Source: an optimization exercise on an open RTL-to-GDS flow (aim: small area). Production flows keep margins and buffers that such runs may drop.
In this exercise RTL edits were held to simulation tests only and were not proved equivalent to the original.
Power figures rest on the tool's default switching activity, not on a simulated workload.

--- design/flow/config.mk ---
export PLATFORM = sky130hd
export DESIGN_NAME = flash_protocol_engine
export DESIGN_NICKNAME = flash_protocol_engine
export VERILOG_FILES = /design/flow/design.v
export SDC_FILE = /design/flow/constraint.sdc
export NUM_CORES = 4
export LEC_CHECK = 0
export CAP_MARGIN = 20
export CORE_MARGIN = 2
export CORE_UTILIZATION = 40
export PLACE_DENSITY = 0.6
export SLEW_MARGIN = 20
--- design/flow/constraint.sdc ---
create_clock -name core_clock -period 10.0 [get_ports {clk}]
set_input_delay 2.0000 -clock core_clock [delete_from_list [all_inputs] [get_ports {clk}]]
set_output_delay 2.0000 -clock core_clock [all_outputs]
set_load 0.01 [all_outputs]
--- design/flow/design.v ---
module command_catalog_rom (
    input  wire        mode,      
    input  wire [3:0]  cmd,       
    output reg         valid,
    output reg  [15:0] opcode,
    output reg  [1:0]  ak,        
    output reg  [1:0]  dd,        
    output reg         dstr,      
    output reg  [4:0]  dummy
);
    localparam C_WREN  = 4'd0;
    localparam C_RSTEN = 4'd1;
    localparam C_RST   = 4'd2;
    localparam C_RDSR  = 4'd3;
    localparam C_RDCR2 = 4'd4;
    localparam C_WRCR2 = 4'd5;
    localparam C_RDID  = 4'd6;
    localparam C_RDCR  = 4'd7;
    localparam C_8DTRD = 4'd8;
    localparam C_PP4B  = 4'd9;
    localparam C_SE    = 4'd10;
    localparam C_BE    = 4'd11;
    localparam C_CE    = 4'd12;
    localparam [4:0] DUMMY_READ  = 5'd20;
    localparam [4:0] DUMMY_REG_O = 5'd4;
    localparam [4:0] DUMMY_REG_L = 5'd0;
    localparam AK_NONE = 2'd0, AK_OPER = 2'd1, AK_CONST0 = 2'd2;
    localparam DD_NONE = 2'd0, DD_READ = 2'd1, DD_WRITE = 2'd2;
    always @(*) begin
        valid  = 1'b0;
        opcode = 16'h0000;
        ak     = AK_NONE;
        dd     = DD_NONE;
        dstr   = 1'b0;
        dummy  = 5'd0;
        if (!mode) begin
            case (cmd)
                C_WREN:  begin valid = 1'b1; opcode = 16'h0006; end
                C_RSTEN: begin valid = 1'b1; opcode = 16'h0066; end
                C_RST:   begin valid = 1'b1; opcode = 16'h0099; end
                C_RDSR:  begin valid = 1'b1; opcode = 16'h0005; dd = DD_READ; dummy = DUMMY_REG_L; end
                C_RDCR2: begin valid = 1'b1; opcode = 16'h0071; ak = AK_OPER; dd = DD_READ; dummy = DUMMY_REG_L; end
                C_WRCR2: begin valid = 1'b1; opcode = 16'h0072; ak = AK_OPER; dd = DD_WRITE; end
                C_RDID:  begin valid = 1'b1; opcode = 16'h009F; dd = DD_READ; dummy = DUMMY_REG_L; end
                default: valid = 1'b0;    
            endcase
        end else begin
            case (cmd)
                C_WREN:  begin valid = 1'b1; opcode = 16'h06F9; end
                C_RSTEN: begin valid = 1'b1; opcode = 16'h6699; end
                C_RST:   begin valid = 1'b1; opcode = 16'h9966; end
                C_RDSR:  begin valid = 1'b1; opcode = 16'h05FA; ak = AK_CONST0; dd = DD_READ; dummy = DUMMY_REG_O; end
                C_RDCR2: begin valid = 1'b1; opcode = 16'h718E; ak = AK_OPER; dd = DD_READ; dummy = DUMMY_REG_O; end
                C_WRCR2: begin valid = 1'b1; opcode = 16'h728D; ak = AK_OPER; dd = DD_WRITE; end
                C_RDID:  begin valid = 1'b1; opcode = 16'h9F60; ak = AK_CONST0; dd = DD_READ; dstr = 1'b1; dummy = DUMMY_REG_O; end
                C_8DTRD: begin valid = 1'b1; opcode = 16'hEE11; ak = AK_OPER; dd = DD_READ; dummy = DUMMY_READ; end
                C_PP4B:  begin valid = 1'b1; opcode = 16'h12ED; ak = AK_OPER; dd = DD_WRITE; end
                C_SE:    begin valid = 1'b1; opcode = 16'h21DE; ak = AK_OPER; end
                C_BE:    begin valid = 1'b1; opcode = 16'hDC23; ak = AK_OPER; end
                C_CE:    begin valid = 1'b1; opcode = 16'h609F; end
                default: valid = 1'b0;    
            endcase
        end
    end
endmodule
module transaction_descriptor_builder (
    input  wire        mode,
    input  wire [3:0]  cmd,
    input  wire [31:0] addr,
    input  wire [31:0] n,
    output wire        valid,
    output wire [31:0] t0,
    output wire [31:0] t1,
    output wire [31:0] t2
);
    wire        row_valid;
    wire [15:0] row_opcode;
    wire [1:0]  row_ak;
    wire [1:0]  row_dd;
    wire        row_dstr;
    wire [4:0]  row_dummy;
    command_catalog_rom u_rom (
        .mode   (mode),
        .cmd    (cmd),
        .valid  (row_valid),
        .opcode (row_opcode),
        .ak     (row_ak),
        .dd     (row_dd),
        .dstr   (row_dstr),
        .dummy  (row_dummy)
    );
    wire isz = mode;
    wire iw  = mode;
    wire ir  = mode;
    wire ap  = (row_ak != 2'd0);
    wire aw  = ap ? iw : 1'b0;
    wire ar  = ap ? ir : 1'b0;
    wire [31:0] a_out = (row_ak == 2'd1) ? addr : 32'h0000_0000;
    wire has_data = (row_dd != 2'd0);
    wire dw  = has_data ? iw : 1'b0;
    wire dr  = has_data ? (mode & ~row_dstr) : 1'b0;
    wire [31:0] dlen = has_data ? n : 32'h0000_0000;
    assign valid = row_valid;
    assign t0 = row_valid ? {row_dummy, 1'b0, dr, dw, row_dd, ar, aw, ap, ir, iw, isz, row_opcode}
                          : 32'h0000_0000;
    assign t1 = row_valid ? a_out : 32'h0000_0000;
    assign t2 = row_valid ? dlen  : 32'h0000_0000;
endmodule
module flash_protocol_engine (
    input  wire        clk,
    input  wire        rst,             
    input  wire        req_valid,
    output wire        req_ready,
    input  wire [31:0] req_w0,          
    input  wire [31:0] req_addr,
    input  wire [31:0] req_len,
    input  wire        wd_valid,
    output wire        wd_ready,
    input  wire [7:0]  wd_data,
    output wire        rd_valid,
    output wire [7:0]  rd_data,
    output wire        rsp_valid,
    input  wire        rsp_ready,
    output wire [31:0] rsp_q0,          
    output wire [31:0] rsp_payload,
    output wire [31:0] rsp_done,
    output wire [31:0] status,
    output wire [31:0] progress,
    output wire        tr_valid,
    output reg  [2:0]  tr_kind,         
    output wire [31:0] tr_t0,
    output wire [31:0] tr_t1,
    output wire [31:0] tr_t2,
    output wire [31:0] tr_t0w,          
    input  wire        tr_done,
    input  wire        tr_err,
    input  wire [7:0]  tr_ecode,
    input  wire        tr_rd_valid,
    input  wire [7:0]  tr_rd_data,
    output wire        tr_wd_valid,
    input  wire        tr_wd_ready,
    output wire [7:0]  tr_wd_data
);
    localparam [4:0]  POLL_LIMIT = 5'd12;    
    localparam        WIP_BIT    = 0;
    localparam [32:0] CAPACITY   = 33'h0_0200_0000;
    localparam [3:0] H_INIT = 4'h1, H_READ_ID = 4'h2, H_READ_STATUS = 4'h3,
                     H_READ_CFG = 4'h4, H_READ_CFG2 = 4'h5, H_WRITE_CFG2 = 4'h6,
                     H_READ = 4'h7, H_PROGRAM = 4'h8, H_ERASE_SECTOR = 4'h9,
                     H_ERASE_BLOCK = 4'hA, H_ERASE_CHIP = 4'hB,
                     H_MMAP_ENABLE = 4'hC, H_MMAP_DISABLE = 4'hD;
    localparam [3:0] C_WREN = 4'd0, C_RSTEN = 4'd1, C_RST = 4'd2, C_RDSR = 4'd3,
                     C_RDCR2 = 4'd4, C_WRCR2 = 4'd5, C_RDID = 4'd6, C_RDCR = 4'd7,
                     C_8DTRD = 4'd8, C_PP4B = 4'd9, C_SE = 4'd10, C_BE = 4'd11,
                     C_CE = 4'd12;
    localparam [3:0] ST_OK = 4'd0, ST_PV = 4'd1, ST_TF = 4'd2, ST_CT = 4'd3;
    localparam [3:0] PV_ENCODING = 4'd1, PV_MODE = 4'd2, PV_PAGE = 4'd3,
                     PV_RANGE = 4'd4, PV_MMAP = 4'd5, PV_FAULTED = 4'd6;
    localparam [2:0] K_NONE = 3'd0, K_EXEC = 3'd1, K_READ = 3'd2, K_WRITE = 3'd3,
                     K_MMEN = 3'd4, K_MMDIS = 3'd5;
    localparam [4:0] S_IDLE        = 5'd0,
                     S_RESP        = 5'd1,
                     S_INIT_RSTEN  = 5'd2,
                     S_INIT_RST    = 5'd3,
                     S_INIT_POLL   = 5'd4,
                     S_INIT_RDCR2  = 5'd5,
                     S_INIT_WREN   = 5'd6,
                     S_INIT_WRCR2  = 5'd7,
                     S_INIT_FLIP   = 5'd8,
                     S_INIT_VERIFY = 5'd9,
                     S_RID_RD      = 5'd10,
                     S_RSR_RD      = 5'd11,
                     S_RC2_RD      = 5'd12,
                     S_WC2_WREN    = 5'd13,
                     S_WC2_WR      = 5'd14,
                     S_WC2_POLL    = 5'd15,
                     S_RD_RD       = 5'd16,
                     S_PG_SPLIT    = 5'd17,
                     S_PG_WREN     = 5'd18,
                     S_PG_PP       = 5'd19,
                     S_PG_POLL     = 5'd20,
                     S_PG_ADV      = 5'd21,
                     S_ER_WREN     = 5'd22,
                     S_ER_CMD      = 5'd23,
                     S_ER_POLL     = 5'd24,
                     S_MM_EN       = 5'd25,
                     S_MM_DIS      = 5'd26;
    reg  [4:0]  seq;
    reg         mode;
    reg         fault;
    reg         init_mismatch;
    reg         mmap_en;
    reg  [3:0]  fault_cause;
    reg  [3:0]  fault_op;
    reg  [7:0]  fault_info;
    reg  [31:0] done_cnt;
    reg  [3:0]  hop_r;
    reg  [31:0] a_cur;
    reg  [31:0] n_left;
    reg  [8:0]  chunk;
    reg  [4:0]  poll_n;
    reg  [7:0]  v_old;
    reg  [7:0]  v_new;
    reg  [7:0]  v_rb;
    reg  [23:0] rbuf;
    reg  [3:0]  rsp_status;
    reg  [3:0]  rsp_sub;
    reg  [7:0]  rsp_info;
    reg  [31:0] rsp_pl;
    reg  [1:0]  rd_idx;
    reg         wr_idx;
    wire is_poll = (seq == S_INIT_POLL) || (seq == S_WC2_POLL) ||
                   (seq == S_PG_POLL)   || (seq == S_ER_POLL);
    reg  [3:0]  b_cmd;
    reg  [31:0] b_addr;
    reg  [31:0] b_len;
    wire [31:0] reg_wlen = mode ? 32'd2 : 32'd1;    
    always @(*) begin
        b_cmd   = C_WREN;
        b_addr  = 32'h0;
        b_len   = 32'h0;
        tr_kind = K_NONE;
        case (seq)
            S_INIT_RSTEN:  begin b_cmd = C_RSTEN; tr_kind = K_EXEC; end
            S_INIT_RST:    begin b_cmd = C_RST;   tr_kind = K_EXEC; end
            S_INIT_POLL,
            S_WC2_POLL,
            S_PG_POLL,
            S_ER_POLL,
            S_RSR_RD:      begin b_cmd = C_RDSR;  b_len = reg_wlen; tr_kind = K_READ; end
            S_INIT_RDCR2,
            S_INIT_VERIFY: begin b_cmd = C_RDCR2; b_len = reg_wlen; tr_kind = K_READ; end
            S_INIT_WREN,
            S_WC2_WREN,
            S_PG_WREN,
            S_ER_WREN:     begin b_cmd = C_WREN;  tr_kind = K_EXEC; end
            S_INIT_WRCR2:  begin b_cmd = C_WRCR2; b_len = reg_wlen; tr_kind = K_WRITE; end
            S_RID_RD:      begin b_cmd = C_RDID;  b_len = 32'd3; tr_kind = K_READ; end
            S_RC2_RD:      begin b_cmd = C_RDCR2; b_addr = a_cur; b_len = reg_wlen; tr_kind = K_READ; end
            S_WC2_WR:      begin b_cmd = C_WRCR2; b_addr = a_cur; b_len = reg_wlen; tr_kind = K_WRITE; end
            S_RD_RD:       begin b_cmd = C_8DTRD; b_addr = a_cur; b_len = n_left; tr_kind = K_READ; end
            S_PG_PP:       begin b_cmd = C_PP4B;  b_addr = a_cur; b_len = {23'h0, chunk}; tr_kind = K_WRITE; end
            S_ER_CMD: begin
                tr_kind = K_EXEC;
                b_addr  = a_cur;
                if (hop_r == H_ERASE_SECTOR)     b_cmd = C_SE;
                else if (hop_r == H_ERASE_BLOCK) b_cmd = C_BE;
                else                             b_cmd = C_CE;
            end
            S_MM_EN:       begin b_cmd = C_8DTRD; tr_kind = K_MMEN; end
            S_MM_DIS:      begin b_cmd = C_8DTRD; tr_kind = K_MMDIS; end
            default: ;
        endcase
    end
    wire        b_valid;
    wire [31:0] b_t0, b_t1, b_t2;
    transaction_descriptor_builder u_build (
        .mode  (mode),
        .cmd   (b_cmd),
        .addr  (b_addr),
        .n     (b_len),
        .valid (b_valid),
        .t0    (b_t0),
        .t1    (b_t1),
        .t2    (b_t2)
    );
    wire        w_valid;
    wire [31:0] w_t0, w_t1, w_t2;
    transaction_descriptor_builder u_build_tplwr (
        .mode  (1'b1),
        .cmd   (C_PP4B),
        .addr  (32'h0),
        .n     (32'h0),
        .valid (w_valid),
        .t0    (w_t0),
        .t1    (w_t1),
        .t2    (w_t2)
    );
    assign tr_valid = (tr_kind != K_NONE);
    assign tr_t0    = b_t0;
    assign tr_t1    = b_t1;
    assign tr_t2    = b_t2;
    assign tr_t0w   = w_t0;
    wire call_ok   = tr_valid && tr_done && !tr_err;
    wire call_fail = tr_valid && tr_done &&  tr_err && (seq != S_MM_DIS);
    wire wr_from_host = (seq == S_PG_PP);
    wire wr_from_reg  = (seq == S_INIT_WRCR2) || (seq == S_WC2_WR);
    assign tr_wd_valid = wr_from_host ? wd_valid : wr_from_reg;
    assign tr_wd_data  = wr_from_host ? wd_data  : (wr_idx ? 8'h00 : v_new);
    assign wd_ready    = wr_from_host && tr_wd_ready;
    assign rd_valid    = (seq == S_RD_RD) && tr_rd_valid;
    assign rd_data     = tr_rd_data;
    wire [7:0] rb0 = rbuf[7:0];    
    wire [3:0]  req_hop = req_w0[3:0];
    wire [7:0]  req_val = req_w0[15:8];
    wire [32:0] end_rw  = {1'b0, req_addr} + {1'b0, req_len};
    wire [32:0] end_er  = {1'b0, req_addr} + 33'd1;
    wire        rw_in_range = (end_rw <= CAPACITY);
    wire        er_in_range = (end_er <= CAPACITY);
    wire        hop_reserved = (req_hop == 4'h0) || (req_hop == 4'hE) || (req_hop == 4'hF);
    reg  [3:0]  refuse_sub;    
    always @(*) begin
        refuse_sub = 4'd0;
        if (fault)
            refuse_sub = PV_FAULTED;
        else if ((req_w0[7:4] != 4'h0) || (req_w0[31:16] != 16'h0) || hop_reserved)
            refuse_sub = PV_ENCODING;
        else if ((req_hop == H_INIT) ? mode : !mode)
            refuse_sub = PV_MODE;
        else if (mmap_en && (req_hop != H_MMAP_ENABLE) && (req_hop != H_MMAP_DISABLE))
            refuse_sub = PV_MMAP;
        else if (req_hop == H_READ_CFG)
            refuse_sub = PV_MODE;        
        else if (((req_hop == H_READ) || (req_hop == H_PROGRAM)) && !rw_in_range)
            refuse_sub = PV_RANGE;
        else if (((req_hop == H_ERASE_SECTOR) || (req_hop == H_ERASE_BLOCK)) && !er_in_range)
            refuse_sub = PV_RANGE;
    end
    wire [8:0] room_in_page = 9'd256 - {1'b0, a_cur[7:0]};
    wire [8:0] chunk_next   = (n_left < {23'h0, room_in_page}) ? n_left[8:0] : room_in_page;
    wire       page_ok      = (chunk_next != 9'd0) && (chunk_next <= room_in_page);
    always @(posedge clk) begin
        if (rst) begin
            seq           <= S_IDLE;
            mode          <= 1'b0;
            fault         <= 1'b0;
            init_mismatch <= 1'b0;
            mmap_en       <= 1'b0;
            fault_cause   <= 4'd0;
            fault_op      <= 4'd0;
            fault_info    <= 8'd0;
            done_cnt      <= 32'd0;
        end else begin
            if (!is_poll)
                poll_n <= 5'd0;
            if (call_fail) begin
                fault       <= 1'b1;
                fault_cause <= ST_TF;
                fault_op    <= hop_r;
                fault_info  <= tr_ecode;
                rsp_status  <= ST_TF;
                rsp_sub     <= 4'd0;
                rsp_info    <= tr_ecode;
                rsp_pl      <= 32'd0;
                seq         <= S_RESP;
            end else begin
                case (seq)
                    S_IDLE: if (req_valid) begin
                        rsp_status <= ST_OK;
                        rsp_sub    <= 4'd0;
                        rsp_info   <= 8'd0;
                        rsp_pl     <= 32'd0;
                        if (refuse_sub != 4'd0) begin
                            rsp_status <= ST_PV;
                            rsp_sub    <= refuse_sub;
                            seq        <= S_RESP;
                        end else begin
                            hop_r  <= req_hop;
                            a_cur  <= req_addr;
                            n_left <= req_len;
                            v_new  <= req_val;
                            case (req_hop)
                                H_INIT:         seq <= S_INIT_RSTEN;
                                H_READ_ID:      seq <= S_RID_RD;
                                H_READ_STATUS:  seq <= S_RSR_RD;
                                H_READ_CFG2:    seq <= S_RC2_RD;
                                H_WRITE_CFG2:   seq <= S_WC2_WREN;
                                H_READ:         seq <= (req_len == 32'd0) ? S_RESP : S_RD_RD;
                                H_PROGRAM: begin
                                    done_cnt <= 32'd0;
                                    seq      <= S_PG_SPLIT;
                                end
                                H_ERASE_SECTOR,
                                H_ERASE_BLOCK,
                                H_ERASE_CHIP:   seq <= S_ER_WREN;
                                H_MMAP_ENABLE:  seq <= S_MM_EN;
                                H_MMAP_DISABLE: seq <= S_MM_DIS;
                                default:        seq <= S_RESP;
                            endcase
                        end
                    end
                    S_RESP: if (rsp_ready) seq <= S_IDLE;
                    S_INIT_RSTEN: if (call_ok) seq <= S_INIT_RST;
                    S_INIT_RST:   if (call_ok) seq <= S_INIT_POLL;
                    S_INIT_RDCR2: if (call_ok) begin
                        v_old <= rb0;
                        v_new <= rb0 | 8'h02;
                        seq   <= S_INIT_WREN;
                    end
                    S_INIT_WREN:  if (call_ok) seq <= S_INIT_WRCR2;
                    S_INIT_WRCR2: if (call_ok) seq <= S_INIT_FLIP;
                    S_INIT_FLIP: begin
                        mode <= 1'b1;
                        seq  <= S_INIT_VERIFY;
                    end
                    S_INIT_VERIFY: if (call_ok) begin
                        v_rb          <= rb0;
                        init_mismatch <= (rb0 != v_new);
                        rsp_pl        <= {(rb0 != v_new), 7'd0, v_old, v_new, rb0};
                        seq           <= S_RESP;
                    end
                    S_RID_RD: if (call_ok) begin
                        rsp_pl <= {8'h00, rbuf[23:16], rbuf[15:8], rbuf[7:0]};
                        seq    <= S_RESP;
                    end
                    S_RSR_RD,
                    S_RC2_RD: if (call_ok) begin
                        v_rb   <= rb0;
                        rsp_pl <= {24'h0, rb0};
                        seq    <= S_RESP;
                    end
                    S_WC2_WREN: if (call_ok) seq <= S_WC2_WR;
                    S_WC2_WR:   if (call_ok) seq <= S_WC2_POLL;
                    S_RD_RD: if (call_ok) seq <= S_RESP;
                    S_PG_SPLIT: begin
                        if (n_left == 32'd0) begin
                            seq <= S_RESP;
                        end else if (!page_ok) begin
                            rsp_status <= ST_PV;
                            rsp_sub    <= PV_PAGE;
                            seq        <= S_RESP;
                        end else begin
                            chunk <= chunk_next;
                            seq   <= S_PG_WREN;
                        end
                    end
                    S_PG_WREN: if (call_ok) seq <= S_PG_PP;
                    S_PG_PP:   if (call_ok) seq <= S_PG_POLL;
                    S_PG_ADV: begin
                        a_cur    <= a_cur + {23'h0, chunk};
                        n_left   <= n_left - {23'h0, chunk};
                        done_cnt <= done_cnt + {23'h0, chunk};
                        seq      <= S_PG_SPLIT;
                    end
                    S_ER_WREN: if (call_ok) seq <= S_ER_CMD;
                    S_ER_CMD:  if (call_ok) seq <= S_ER_POLL;
                    S_MM_EN: if (call_ok) begin
                        mmap_en <= 1'b1;
                        seq     <= S_RESP;
                    end
                    S_MM_DIS: if (tr_done) begin
                        mmap_en <= 1'b0;
                        seq     <= S_RESP;
                    end
                    default: ;
                endcase
                if (is_poll && call_ok) begin
                    v_rb <= rb0;
                    if (!rb0[WIP_BIT]) begin
                        case (seq)
                            S_INIT_POLL: seq <= S_INIT_RDCR2;
                            S_PG_POLL:   seq <= S_PG_ADV;
                            default:     seq <= S_RESP;      
                        endcase
                    end else if (poll_n + 5'd1 >= POLL_LIMIT) begin
                        fault       <= 1'b1;
                        fault_cause <= ST_CT;
                        fault_op    <= hop_r;
                        fault_info  <= 8'd0;
                        rsp_status  <= ST_CT;
                        seq         <= S_RESP;
                    end else begin
                        poll_n <= poll_n + 5'd1;
                    end
                end
            end
        end
    end
    always @(posedge clk) begin
        if (!tr_valid || tr_done) begin
            rd_idx <= 2'd0;
        end else if (tr_rd_valid) begin
            case (rd_idx)
                2'd0: rbuf[7:0]   <= tr_rd_data;
                2'd1: rbuf[15:8]  <= tr_rd_data;
                2'd2: rbuf[23:16] <= tr_rd_data;
                default: ;
            endcase
            if (rd_idx != 2'd3)
                rd_idx <= rd_idx + 2'd1;
        end
    end
    always @(posedge clk) begin
        if (!tr_valid || tr_done)
            wr_idx <= 1'b0;
        else if (tr_wd_valid && tr_wd_ready)
            wr_idx <= 1'b1;
    end
    assign req_ready   = (seq == S_IDLE);
    assign rsp_valid   = (seq == S_RESP);
    assign rsp_q0      = {16'h0, rsp_info, rsp_sub, rsp_status};
    assign rsp_payload = rsp_pl;
    assign rsp_done    = done_cnt;
    assign status   = {8'h00, fault_info, fault_op, fault_cause, 3'b000,
                       mmap_en, init_mismatch, fault, (seq != S_IDLE), mode};
    assign progress = done_cnt;
endmodule
--- design/flow/run.sh ---
#!/bin/bash
# synth_recipe.tcl (not shown) runs the flow's synth.tcl, then flattens the netlist and writes it again
# the make line also repeats each setting of config.mk as NAME=value (left out here)
make -C /OpenROAD-flow-scripts/flow DESIGN_CONFIG=/design/flow/config.mk WORK_HOME=/design/flow/orfs CLKGATE_MAP_FILE= SYNTH_SCRIPT=/design/flow/synth_recipe.tcl finish
==> flow_summary_export.csv <==
group,metric,value,unit
clock_tree,post_cts_buffers,0,
placed_design,place_congestion,0.9198,
logic_synthesis,synth_warnings,2,
routing,dr.pass1.iters,6,
sta,period_minus_slack,8.142,ns
critical_path,cp_data_arrival_time,6.14,ns
sta,hold_slack,0.4749,ns
clock_tree,cts_tree,"done",
routing,wire_per_inst,20.52,um
critical_path,critPathSlowestCell,"nor2b_1",
critical_path,critPathTopFamily,"simple AND/OR/NAND/NOR gates",
clock_tree,insertion_delay,0.57,ns
sta,rsz0062_at_grt,"no",
critical_path,critPathCapture,"tr_t2[16]",
logic_synthesis,syn_area_per_cell,8.651,um2
floorplanning,die_h,208.7,um
global_routing,antenna_found_initial,0,
logic_synthesis,ys_seq_area_share,35.96,%
critical_path,r2r_start,"a_cur[0]",
sta,finClkSkew,0.01150,ns
global_routing,grt_pass1_wl,86670,um
job,cap_viol_max_count,0,
power_and_ir_drop,power_leakage,8.063,nW
logic_synthesis,async_reset_ff_share,0,%
clock_tree,clock-root-buffer,"clkbuf_16",
min_path,hp-class,"reg2reg",
power_and_ir_drop,vdd_drop_max,0.1217,mV
clock_tree,clk_pin_slew,0.06,ns
critical_path,critPathMaxStageDelay,0.64,ns
sta,max_freq,0.1228,GHz
routing,drc_errors,0,
placed_design,port_buffers,368,
critical_path,regToRegEndpoint,"chunk[0]",
logic_synthesis,synth_cell_types,87,
clock_tree,cts.htree.levels,1,
sta,slew_headroom,28.10,%
critical_path,required,8.00,ns
finish,drive_gt1_share,4.873,%
critical_path,reg2regPathDepth,22,
critical_path,end_kind,"output port",
sta,tightest_slew,1.077,ns
finish,syn_to_final_growth,27.01,%
floorplanning,die-width,208.7,um
routing,vias_per_cell,5.577,
critical_path,r2r_slack,3.97,ns
finish,nNetsFinal,2436,
clock_tree,clock-sinks,220,
global_routing,grt_use_total,25.12,%
logic_synthesis,synth.cell_area,16760,um2
sta,finalSetupTns,0,ns
routing,dr.first_iter.drc_count,1132,
routing,drtAntennaViolNets,0,
floorplanning,initial_core_util,40.76,%
finish,seqCellArea,6026,um2
critical_path,worstSetupPathType,"reg2out",
clock_tree,cts_hold_buf,0,
logic_synthesis,synth_edf_count,162,
routing,wl,56840,um
global_routing,grt_pass1_vias,14740,
finish,fill_cells,3899,
global_routing,grt_remaining_overflow,0,
floorplanning,row_count,74,
outcome,status,"finished clean",
sta,post-route-period-util,81.42,%
sta,hold_viol,0,
critical_path,cp.buffers_inverters,3,
routing,num_vias,15450,
power_and_ir_drop,power_density,113.5,nW/um2
clock_tree,clockBufferDepth,3,
floorplanning,die_area,43540,um2
logic_synthesis,yosys_most_used_dff,"edfxtp_1",
critical_path,path_depth,15,
critical_path,crit_path_max_fanout,25,
floorplanning,ioPinCount,442,
clock_tree,numCtsBuffers,28,
logic_synthesis,ys_ff_latch,220,
critical_path,worstPathCellList,"nor2b_1 > nand2_1 > a21oi_1 > a21oi_1 > o21ai_1 > inv_1 > ha_1 > nand2b_1 > o21ai_1 > inv_1 > or2_2 > and2_1 > o21a_1 > and2_1 > clkdlybuf4s50_1",
clock_tree,ctsResizeCount,0,
finish,multiInputGateArea,9523,um2
sta,drv_slew,0,
placed_design,hpwl,43680,um
critical_path,cp-start-kind,"flop",
global_routing,grt_max_degree,77,
floorplanning,coreArea,41110,um2
critical_path,crit_start,"seq[2]",
logic_synthesis,synthCells,1937,
sta,finalSetupViolCount,0,
## cells in the final DEF (no fill, tap or decap), types with 10 or more instances in the layout
cell / count
a21o_1: 27
a21oi_1: 114
a22o_1: 20
a22oi_1: 14
a31oi_1: 14
and2_1: 83
and3_1: 23
buf_4: 21
clkbuf_16: 30
clkdlybuf4s50_1: 367
conb_1: 73
dfxtp_1: 58
edfxtp_1: 162
ha_1: 86
inv_1: 69
mux2_2: 12
mux2i_1: 14
nand2_1: 203
nand2b_1: 26
nand3_1: 38
nand4_1: 18
nor2_1: 135
nor2b_1: 17
nor3_1: 71
nor4_1: 34
o211ai_1: 14
o21a_1: 20
o21ai_0: 138
o31ai_1: 14
or2_2: 10
or3_1: 19
xnor2_1: 65
xor2_1: 56
## worst register-to-register path, stage by stage (launching register included)
cell,delay (ns)
edfxtp_1,0.50
inv_1,0.24
ha_1,0.23
inv_1,0.07
or4_1,0.62
ha_1,0.37
a21oi_1,0.16
or4b_1,0.48
nor2b_1,0.18
o31ai_2,0.08
buf_4,0.20
o21ai_0,0.26
ha_1,0.31
nor2b_1,0.15
o21a_1,0.17
o21a_1,0.17
o21ai_0,0.14
nand2b_1,0.10
o211ai_1,0.10
nand2_1,0.11
o211ai_1,0.17
nand3_1,0.25
nor2_1,0.62
## final cells by class
cell class,count,share of cell area (%)
clock buffer,39,3.827
clock inverter,11,0.7114
timing repair buffer,389,18.03
sequential,220,28.31
inverter,70,1.235
multi-input combinational,1508,44.75
antenna,1,0.01176
tap,532,3.128
## how the worst min path moves through the flow
stage	start	to	cells after the start
2_1_floorplan	rbuf[1]	v_old[1]	0
3_3_place_gp	status[8]	status[8]	2
3_5_place_dp	status[8]	status[8]	2
4_1_cts	status[8]	status[8]	2
5_1_grt	status[8]	status[8]	2
6_report	status[8]	status[8]	2
## Yosys cell counts, types with 5 or more instances
cell type | number | area [um2]
or4_1 | 9 | 67.56
a21oi_1 | 115 | 575.6
o211ai_1 | 14 | 105.1
nand2b_1 | 26 | 162.7
nor4_1 | 35 | 219.0
edfxtp_1 | 162 | 4865
and2_1 | 83 | 519.3
or3_1 | 20 | 125.1
inv_1 | 69 | 259.0
a22o_1 | 20 | 175.2
mux2i_1 | 14 | 140.1
a2bb2oi_1 | 7 | 61.31
and3_1 | 23 | 143.9
or2_2 | 10 | 62.56
nand2_1 | 203 | 762.0
clkbuf_1 | 78 | 292.8
buf_4 | 122 | 915.9
nand4_1 | 18 | 112.6
ha_1 | 86 | 1076
nand3_1 | 38 | 190.2
o31ai_1 | 14 | 105.1
o21a_1 | 20 | 150.1
o21ai_0 | 138 | 690.7
a221oi_1 | 8 | 70.07
a21boi_0 | 9 | 67.56
o22ai_1 | 6 | 37.54
xnor2_1 | 65 | 569.3
buf_2 | 6 | 30.03
mux2_2 | 12 | 135.1
a21o_1 | 27 | 202.7
a22oi_1 | 14 | 105.1
o21bai_1 | 9 | 67.56
nor2_1 | 137 | 514.2
dfxtp_1 | 58 | 1161
xor2_1 | 56 | 490.5
and4_1 | 8 | 70.07
a31oi_1 | 14 | 87.58
a211oi_1 | 5 | 37.54
o21ai_1 | 7 | 35.03
nor2b_1 | 17 | 106.4
nor3_1 | 72 | 360.4
## cells by family after synthesis
logic type | share of synthesized area [%]
AND/OR/NAND/NOR | 21.20
AO/OA/AOI/OAI | 18.82
buffers and inverters | 9.050
flip-flops | 35.96
XOR/XNOR | 6.325
adder cells (fa/ha/maj) | 6.959
multiplexers | 1.643
other | 0.04482
## metrics by stage
step                      power [W]  setup slack (ns)  area [um2]  utilization [%]  instances
after floorplan            0.001249             2.075       17030                -       2008
after global placement     0.001372             2.553       20310            49.41       2719
after detailed placement   0.001372             2.497       20310            49.41       2719
after CTS                  0.002430             1.863       21280            51.76       2769
after global routing       0.002499             1.303       21280            51.76       2769
final                      0.002415             1.858       21280            51.77       2770
## power breakdown
part,total (W),switching [W],internal (W)
logic,0.000351,0.000199,0.000151
clock network,0.00106,0.000411,0.000645
registers,0.00101,0.0000120,0.000996
total,0.00241,0.000622,0.00179
## sequential cells by signal, summed over array words and instances (netlist names), 9 cells and up
signal    count
n_left       32
rsp_pl       25
a_cur        32
done_cnt     32
chunk         9
rbuf         24
## metal layers
metal | global-route usage, % | part of all wire [%]
met1 | 34.20 | 44
met5 | 0 | 0
met4 | 7.438 | 3.0
met3 | 4.719 | 7.2
met2 | 40.63 | 45

## separate check: timing with driven ports
No port has a modelled driver above. Below, the same layout with a new extraction and two added sets of constraints.
Step 1 sets driving cells, clkbuf_16 on the clock port and buf_2 on the other inputs (assumed; they add their load-dependent delay and slew).
Step 2 times the ports against the registers' clock, not the clock port: input delays grow and output delays shrink by t, the midpoint of the rising clock arrivals with the driver on.
Three values: no drivers, after step 1, after step 2; two values: the first two.
t (ns): 0.617
setup WS [ns]: 1.858 / 1.804 / 2.421
worst hold slack (ns): 0.475 / 0.475 / 0.475
After both steps setup and hold are still met in this run. The setup slack of this run moves by -0.054 ns with the drivers and by +0.563 ns with both steps.
